Context: an optimization exercise on an open-source flow, tuned for small area. The choices shown serve that exercise and are no tape-out recipe. At most, simulation tests tie the RTL to the original design; equivalence was not proved. The clock port is modelled as an ideal driver, which makes a skipped or thinned clock tree look cheaper than it is; a real chip needs a root buffer or a tree. No activity file was given, so power comes from the tool's default toggle rates.

==> flow/design.v <==
module qd_core (
    input  wire        clk,
    input  wire        rst,             
    input  wire        req_valid,
    output wire        req_ready,
    input  wire [31:0] req_value,
    input  wire [31:0] req_cursor,
    input  wire [31:0] req_capacity,
    output wire        wr_valid,
    output wire [31:0] wr_addr,
    output wire [15:0] wr_data,
    output wire [1:0]  wr_be,
    output wire        rsp_valid,
    output wire [31:0] rsp_cursor,
    output wire [3:0]  rsp_len,
    output wire        rsp_status
);
    localparam [6:0] C_RSP  = 7'd69,
                     C_RST  = 7'd80;
    reg  [6:0]  cnt;
    reg  [38:0] r;        
    reg  [31:0] cur;      
    reg  [3:0]  len;      
    wire idle   = &cnt;
    wire dabble = (cnt[6:5] == 2'b00);
    wire rotate = ~cnt[6];
    wire accept = req_valid & idle & ~rst;
    wire fault  = (req_capacity < 32'd10);
    wire [4:0]  k = cnt[4:0];
    wire [8:0]  en_t = {k[4] & k[3] & k[2] & (k[1] | k[0]),   
                        k[4] & k[3] & (k[2] | k[1]),          
                        k[4] & (k[3] | (k[2] & k[1])),        
                        k[4] & (k[3] | k[2] | k[1]),          
                        k[4],                                 
                        k[4] | (k[3] & k[2]),                 
                        k[4] | k[3],                          
                        k[4] | k[3] | k[2],                   
                        1'b1};
    reg  [38:0] rc;
    integer j, b;
    reg  [3:0] d, o;
    reg        en, g;
    always @(*) begin
        rc = r;
        for (j = 0; j < 9; j = j + 1) begin
            for (b = 0; b < 4; b = b + 1) d[b] = r[(32 + 4*j + b) % 39];
            en = dabble & en_t[j];
            g  = en & (d[3] | (d[2] & (d[1] | d[0])));
            o[3] = d[3] | g;
            o[2] = d[2] ^ (g & (d[2] | d[0]));
            o[1] = d[1] ^ (g & ~d[0]);
            o[0] = d[0] ^ g;
            for (b = 0; b < 4; b = b + 1) rc[(32 + 4*j + b) % 39] = o[b];
        end
    end
    wire        first = (cnt == 7'd32);
    wire [3:0]  win   = {r[32] & ~first, r[31:29]};
    wire        slot  = (cnt[1:0] == 2'd0) && (cnt >= 7'd32) && (cnt <= 7'd68);
    wire        last  = (cnt == 7'd68);
    wire        emit  = slot && ((win != 4'd0) || (len != 4'd0) || last);
    assign wr_valid   = emit & ~rst;
    assign wr_addr    = cur;
    assign wr_data    = {4'h3, win, 4'h3, win};
    assign wr_be      = 2'b01;
    assign req_ready  = idle;
    assign rsp_valid  = (cnt == C_RSP) & ~rst;
    assign rsp_cursor = cur;
    assign rsp_len    = len;
    assign rsp_status = (len == 4'd0);
    always @(posedge clk) begin
        if (rst)
            cnt <= C_RST;
        else if (accept & fault)
            cnt <= C_RSP;
        else if (!idle || accept)
            cnt <= cnt + 7'd1;
        r   <= {rc[37:0], rc[38] & rotate} | ({39{accept}} & {7'd0, req_value});
        cur <= accept ? req_cursor : cur + {31'd0, emit};
        len <= accept ? 4'd0 : len + {3'd0, emit};
    end
endmodule
clock: 16.0 ns
lec_check: 0
cap_margin: 20
core_margin: 2
core_utilization: 65
slew_margin: 20
standard.sh (not shown) runs the stock make flow with config.mk's settings and CLKGATE_MAP_FILE= SYNTH_SCRIPT=/design/flow/synth_recipe.tcl, a recipe that flattens the netlist after the stock synthesis.
==> flow/flow/run.sh <==
#!/bin/bash
set -euo pipefail
export BUFFER_PORTS_ARGS="-buffer_cell sky130_fd_sc_hd__buf_1"
export CTS_ARGS="-sink_clustering_enable -repair_clock_nets -dont_use_dummy_load -buf_list sky130_fd_sc_hd__clkbuf_8 -sink_clustering_size 20"
bash standard.sh > standard.log 2>&1
==> next run, changes <==
--- a/flow/design.v
+++ b/flow/design.v
@@ -65,17 +65,26 @@
     assign req_ready  = idle;
     assign rsp_valid  = (cnt == C_RSP) & ~rst;
     assign rsp_cursor = cur;
     assign rsp_len    = len;
     assign rsp_status = (len == 4'd0);
+    reg  [32:0] cc;
+    reg  [4:0]  lc;
+    integer i;
+    always @(*) begin
+        cc[0] = emit;
+        for (i = 0; i < 32; i = i + 1) cc[i+1] = cc[i] & cur[i];
+        lc[0] = emit;
+        for (i = 0; i < 4; i = i + 1) lc[i+1] = lc[i] & len[i];
+    end
     always @(posedge clk) begin
         if (rst)
             cnt <= C_RST;
         else if (accept & fault)
             cnt <= C_RSP;
         else if (!idle || accept)
             cnt <= cnt + 7'd1;
         r   <= {rc[37:0], rc[38] & rotate} | ({39{accept}} & {7'd0, req_value});
-        cur <= accept ? req_cursor : cur + {31'd0, emit};
-        len <= accept ? 4'd0 : len + {3'd0, emit};
+        cur <= accept ? req_cursor : cur ^ cc[31:0];
+        len <= accept ? 4'd0 : len ^ lc[3:0];
     end
 endmodule
Power drops slightly.
Fmax goes down by a little under a tenth.
Critical path depth went up by 33.
Die area decreases by a few percent.
Non-clock buffer count is lower by 2.
Via count falls by roughly a tenth.
The RTL of the first run of this note was laid out without a check of its function.

qd_core, a different RTL version from the one above (not shown whole).
Size: roughly 420 cells after synthesis, about 82 flip-flops, about 190 I/O pins.
==> module qd_core, before the edit <==
module qd_core (
    input  wire        clk,
    input  wire        rst,             
    input  wire        req_valid,
    output wire        req_ready,
    input  wire [31:0] req_value,
    input  wire [31:0] req_cursor,
    input  wire [31:0] req_capacity,
    output wire        wr_valid,
    output wire [31:0] wr_addr,
    output wire [15:0] wr_data,
    output wire [1:0]  wr_be,
    output wire        rsp_valid,
    output wire [31:0] rsp_cursor,
    output wire [3:0]  rsp_len,
    output wire        rsp_status
);
    localparam [6:0] C_RSP  = 7'd69,
                     C_RST  = 7'd80;
    reg  [6:0]  cnt;
    reg  [38:0] r;        
    reg  [31:0] cur;      
    reg  [3:0]  len;      
    wire idle   = &cnt;
    wire dabble = (cnt[6:5] == 2'b00);
    wire rotate = ~cnt[6];
    wire accept = req_valid & idle & ~rst;
    wire fault  = (req_capacity < 32'd10);
    wire [4:0]  k = cnt[4:0];
    wire [8:0]  en_t = {k[4] & k[3] & k[2] & (k[1] | k[0]),   
                        k[4] & k[3] & (k[2] | k[1]),          
                        k[4] & (k[3] | (k[2] & k[1])),        
                        k[4] & (k[3] | k[2] | k[1]),          
                        k[4],                                 
                        k[4] | (k[3] & k[2]),                 
                        k[4] | k[3],                          
                        k[4] | k[3] | k[2],                   
                        1'b1};
    reg  [38:0] rc;
    integer j, b;
    reg  [3:0] d, o;
    reg        en, g;
    always @(*) begin
        rc = r;
        for (j = 0; j < 9; j = j + 1) begin
            for (b = 0; b < 4; b = b + 1) d[b] = r[(32 + 4*j + b) % 39];
            en = dabble & en_t[j];
            g  = en & (d[3] | (d[2] & (d[1] | d[0])));
            o[3] = d[3] | g;
            o[2] = d[2] ^ (g & (d[2] | d[0]));
            o[1] = d[1] ^ (g & ~d[0]);
            o[0] = d[0] ^ g;
            for (b = 0; b < 4; b = b + 1) rc[(32 + 4*j + b) % 39] = o[b];
        end
    end
    wire        first = (cnt == 7'd32);
    wire [3:0]  win   = {r[32] & ~first, r[31:29]};
    wire        slot  = (cnt[1:0] == 2'd0) && (cnt >= 7'd32) && (cnt <= 7'd68);
    wire        last  = (cnt == 7'd68);
    wire        emit  = slot && ((win != 4'd0) || (len != 4'd0) || last);
    assign wr_valid   = emit & ~rst;
    assign wr_addr    = cur;
    assign wr_data    = {8'h30, 4'h3, win};    
    assign wr_be      = 2'b01;
    assign req_ready  = idle;
    assign rsp_valid  = (cnt == C_RSP) & ~rst;
    assign rsp_cursor = cur;
    assign rsp_len    = len;
    assign rsp_status = (len == 4'd0);
    reg  [32:0] cc;
    reg  [4:0]  lc;
    integer i;
    always @(*) begin
        cc[0] = emit;
        for (i = 0; i < 32; i = i + 1) cc[i+1] = cc[i] & cur[i];
        lc[0] = emit;
        for (i = 0; i < 4; i = i + 1) lc[i+1] = lc[i] & len[i];
    end
    always @(posedge clk) begin
        if (rst)
            cnt <= C_RST;
        else if (accept & fault)
            cnt <= C_RSP;
        else if (!idle || accept)
            cnt <= cnt + 7'd1;
        r   <= {rc[37:0], rc[38] & rotate} | ({39{accept}} & {7'd0, req_value});
        cur <= accept ? req_cursor : cur ^ cc[31:0];
        len <= accept ? 4'd0 : len ^ lc[3:0];
    end
endmodule
clock: 16.0 ns
lec_check: 0
cap_margin: 0
core_margin: 2
core_utilization: 65
slew_margin: 0
==> flow/flow/run.sh <==
#!/bin/bash
# The standard layout with two changes: the smallest buffer on each port, and
# a one-level clock tree (flow/mcts.tcl, run as ORFS's PRE_CTS hook) of
# $CLKBUF_K buffers driven by the clock port, in place of TritonCTS's tree.
# standard.sh's output goes to standard.log; ORFS's step logs to orfs/logs.
set -euo pipefail
export BUFFER_PORTS_ARGS="-buffer_cell sky130_fd_sc_hd__buf_1"
export CLKBUF=sky130_fd_sc_hd__clkbuf_16
export CLKBUF_K=4
export DOWNSIZE_MAX_FANOUT=6
export SKIP_REPAIR_TIE_FANOUT=1
export PRE_CTS_TCL="$(pwd)/flow/mcts.tcl"
bash standard.sh > standard.log 2>&1
Other scripts of this flow, unchanged in this note and not shown: flow/flow/mcts.tcl
Rerun with:
--- a/flow/design.v
+++ b/flow/design.v
@@ -58,11 +58,11 @@
     wire        slot  = (cnt[1:0] == 2'd0) && (cnt >= 7'd32) && (cnt <= 7'd68);
     wire        last  = (cnt == 7'd68);
     wire        emit  = slot && ((win != 4'd0) || (len != 4'd0) || last);
     assign wr_valid   = emit & ~rst;
     assign wr_addr    = cur;
-    assign wr_data    = {8'h30, 4'h3, win};    
+    assign wr_data    = {4'h3, win, 4'h3, win};
     assign wr_be      = 2'b01;
     assign req_ready  = idle;
     assign rsp_valid  = (cnt == C_RSP) & ~rst;
     assign rsp_cursor = cur;
     assign rsp_len    = len;
=> Maximum frequency came out lower by about 2.3%. Via count is higher by about 1.2%. Power is about the same. Combinational power is about the same. Final cell count rose by 0.66%. Clock power went down by about 0.7%.
No run of this note takes its clock network from TritonCTS; it comes from the design's own scripts or RTL.

RTL: one of the versions met above, not the one the previous note started from.
Size in the first run: about 420 cells after synthesis, roughly 82 flip-flops, ~190 I/O pins.
==> module qd_core, before the edit <==
module qd_core (
    input  wire        clk,
    input  wire        rst,             
    input  wire        req_valid,
    output wire        req_ready,
    input  wire [31:0] req_value,
    input  wire [31:0] req_cursor,
    input  wire [31:0] req_capacity,
    output wire        wr_valid,
    output wire [31:0] wr_addr,
    output wire [15:0] wr_data,
    output wire [1:0]  wr_be,
    output wire        rsp_valid,
    output wire [31:0] rsp_cursor,
    output wire [3:0]  rsp_len,
    output wire        rsp_status
);
    localparam [6:0] C_RSP  = 7'd69,
                     C_RST  = 7'd80;
    reg  [6:0]  cnt;
    reg  [38:0] r;        
    reg  [31:0] cur;      
    reg  [3:0]  len;      
    wire idle   = &cnt;
    wire dabble = (cnt[6:5] == 2'b00);
    wire rotate = ~cnt[6];
    wire accept = req_valid & idle & ~rst;
    wire fault  = (req_capacity < 32'd10);
    wire [4:0]  k = cnt[4:0];
    wire [8:0]  en_t = {k[4] & k[3] & k[2] & (k[1] | k[0]),   
                        k[4] & k[3] & (k[2] | k[1]),          
                        k[4] & (k[3] | (k[2] & k[1])),        
                        k[4] & (k[3] | k[2] | k[1]),          
                        k[4],                                 
                        k[4] | (k[3] & k[2]),                 
                        k[4] | k[3],                          
                        k[4] | k[3] | k[2],                   
                        1'b1};
    reg  [38:0] rc;
    integer j, b;
    reg  [3:0] d, o;
    reg        en, g;
    always @(*) begin
        rc = r;
        for (j = 0; j < 9; j = j + 1) begin
            for (b = 0; b < 4; b = b + 1) d[b] = r[(32 + 4*j + b) % 39];
            en = dabble & en_t[j];
            g  = en & (d[3] | (d[2] & (d[1] | d[0])));
            o[3] = d[3] | g;
            o[2] = d[2] ^ (g & (d[2] | d[0]));
            o[1] = d[1] ^ (g & ~d[0]);
            o[0] = d[0] ^ g;
            for (b = 0; b < 4; b = b + 1) rc[(32 + 4*j + b) % 39] = o[b];
        end
    end
    wire        first = (cnt == 7'd32);
    wire [3:0]  win   = {r[32] & ~first, r[31:29]};
    wire        slot  = (cnt[1:0] == 2'd0) && (cnt >= 7'd32) && (cnt <= 7'd68);
    wire        last  = (cnt == 7'd68);
    wire        emit  = slot && ((win != 4'd0) || (len != 4'd0) || last);
    assign wr_valid   = emit & ~rst;
    assign wr_addr    = cur;
    assign wr_data    = {4'h3, win, 4'h3, win};
    assign wr_be      = 2'b01;
    assign req_ready  = idle;
    assign rsp_valid  = (cnt == C_RSP) & ~rst;
    assign rsp_cursor = cur;
    assign rsp_len    = len;
    assign rsp_status = (len == 4'd0);
    reg  [32:0] cc;
    reg  [4:0]  lc;
    integer i;
    always @(*) begin
        cc[0] = emit;
        for (i = 0; i < 32; i = i + 1) cc[i+1] = cc[i] & cur[i];
        lc[0] = emit;
        for (i = 0; i < 4; i = i + 1) lc[i+1] = lc[i] & len[i];
    end
    always @(posedge clk) begin
        if (rst)
            cnt <= C_RST;
        else if (accept & fault)
            cnt <= C_RSP;
        else if (!idle || accept)
            cnt <= cnt + 7'd1;
        r   <= {rc[37:0], rc[38] & rotate} | ({39{accept}} & {7'd0, req_value});
        cur <= accept ? req_cursor : cur ^ cc[31:0];
        len <= accept ? 4'd0 : len ^ lc[3:0];
    end
endmodule
==> flow/config.mk <==
export PLATFORM = sky130hd
export DESIGN_NAME = qd_core
export DESIGN_NICKNAME = qd_core
export VERILOG_FILES = /design/flow/design.v
export SDC_FILE = /design/flow/constraint.sdc
export NUM_CORES = 4
export LEC_CHECK = 0
export CAP_MARGIN = 0
export CORE_MARGIN = 2
export CORE_UTILIZATION = 80
export SLEW_MARGIN = 0
==> flow/constraint.sdc <==
create_clock -name core_clock -period 16.0 [get_ports {clk}]
set_input_delay 3.2000 -clock core_clock [delete_from_list [all_inputs] [get_ports {clk}]]
set_output_delay 3.2000 -clock core_clock [all_outputs]
set_load 0.01 [all_outputs]
==> flow/flow/run.sh <==
#!/bin/bash
# The standard layout with two changes: the smallest buffer on each port, and
# a one-level clock tree (flow/mcts.tcl, run as ORFS's PRE_CTS hook) of
# $CLKBUF_K buffers driven by the clock port, in place of TritonCTS's tree.
# standard.sh's output goes to standard.log; ORFS's step logs to orfs/logs.
set -euo pipefail
export BUFFER_PORTS_ARGS="-buffer_cell sky130_fd_sc_hd__buf_1"
export CLKBUF=sky130_fd_sc_hd__clkbuf_16
export CLKBUF_K=3
export DOWNSIZE_MAX_FANOUT=6
export SKIP_REPAIR_TIE_FANOUT=1
export PRE_CTS_TCL="$(pwd)/flow/mcts.tcl"
bash standard.sh > standard.log 2>&1
Other scripts of this flow, unchanged in this note and not shown: flow/flow/mcts.tcl
Edit:
--- a/flow/design.v
+++ b/flow/design.v
@@ -58,11 +58,11 @@
     wire        slot  = (cnt[1:0] == 2'd0) && (cnt >= 7'd32) && (cnt <= 7'd68);
     wire        last  = (cnt == 7'd68);
     wire        emit  = slot && ((win != 4'd0) || (len != 4'd0) || last);
     assign wr_valid   = emit & ~rst;
     assign wr_addr    = cur;
-    assign wr_data    = {4'h3, win, 4'h3, win};
+    assign wr_data    = {8'h30, 4'h3, win};    
     assign wr_be      = 2'b01;
     assign req_ready  = idle;
     assign rsp_valid  = (cnt == C_RSP) & ~rst;
     assign rsp_cursor = cur;
     assign rsp_len    = len;
Outcome: The new run completed with no timing, DRC or antenna violations. Wire length rises by 1.4%. Final area decreases by 0.33%. Sequential power hardly moves. Global-route usage came out higher by 0.91 points. Setup slack got worse by 24 ps.
No run of this note takes its clock network from TritonCTS; it comes from the design's own scripts or RTL.

==> port drivers added, routing unchanged <==
How much do the figures lean on ideal ports? The routed layouts below were timed once more, with nothing changed but the port constraints.
Step 1 sets driving cells, clkbuf_16 on the clock port and buf_2 on the other inputs (assumed; they add their load-dependent delay and slew).
Step 2 also shifts input and output timing later by t, the mid clock arrival at the registers, as if the neighbouring blocks saw the same clock.
Slacks: ideal ports / drivers / drivers and shift; pairs: ideal ports / drivers.
run | shift t [ns] | slack for setup (ns) | worst setup path at the end | slew at the worst register clock pin (ns) | cell pins on the clock port's net
the first run of note 1 | 0.374 | 8.916 / 8.894 / 8.894 | input to output | 0.09 / 0.09 | 1
the second run of note 1 | 0.361 | 8.303 / 8.303 / 8.303 | register to register | 0.09 / 0.09 | 1
the first run of note 2 | 0.217 | 8.460 / 8.460 / 8.460 | register to register | 0.10 / 0.10 | 4
the second run of note 2 | 0.213 | 8.284 / 8.284 / 8.284 | register to register | 0.09 / 0.09 | 4
the first run of note 3 | 0.225 | 8.209 / 8.209 / 8.209 | register to register | 0.11 / 0.11 | 3
the second run of note 3 | 0.218 | 8.185 / 8.185 / 8.185 | register to register | 0.11 / 0.11 | 3
After both steps every run listed still meets setup and hold. The setup slack of the first run of note 1, which loses most, moves by -0.022 ns with the drivers and by -0.022 ns with both steps.
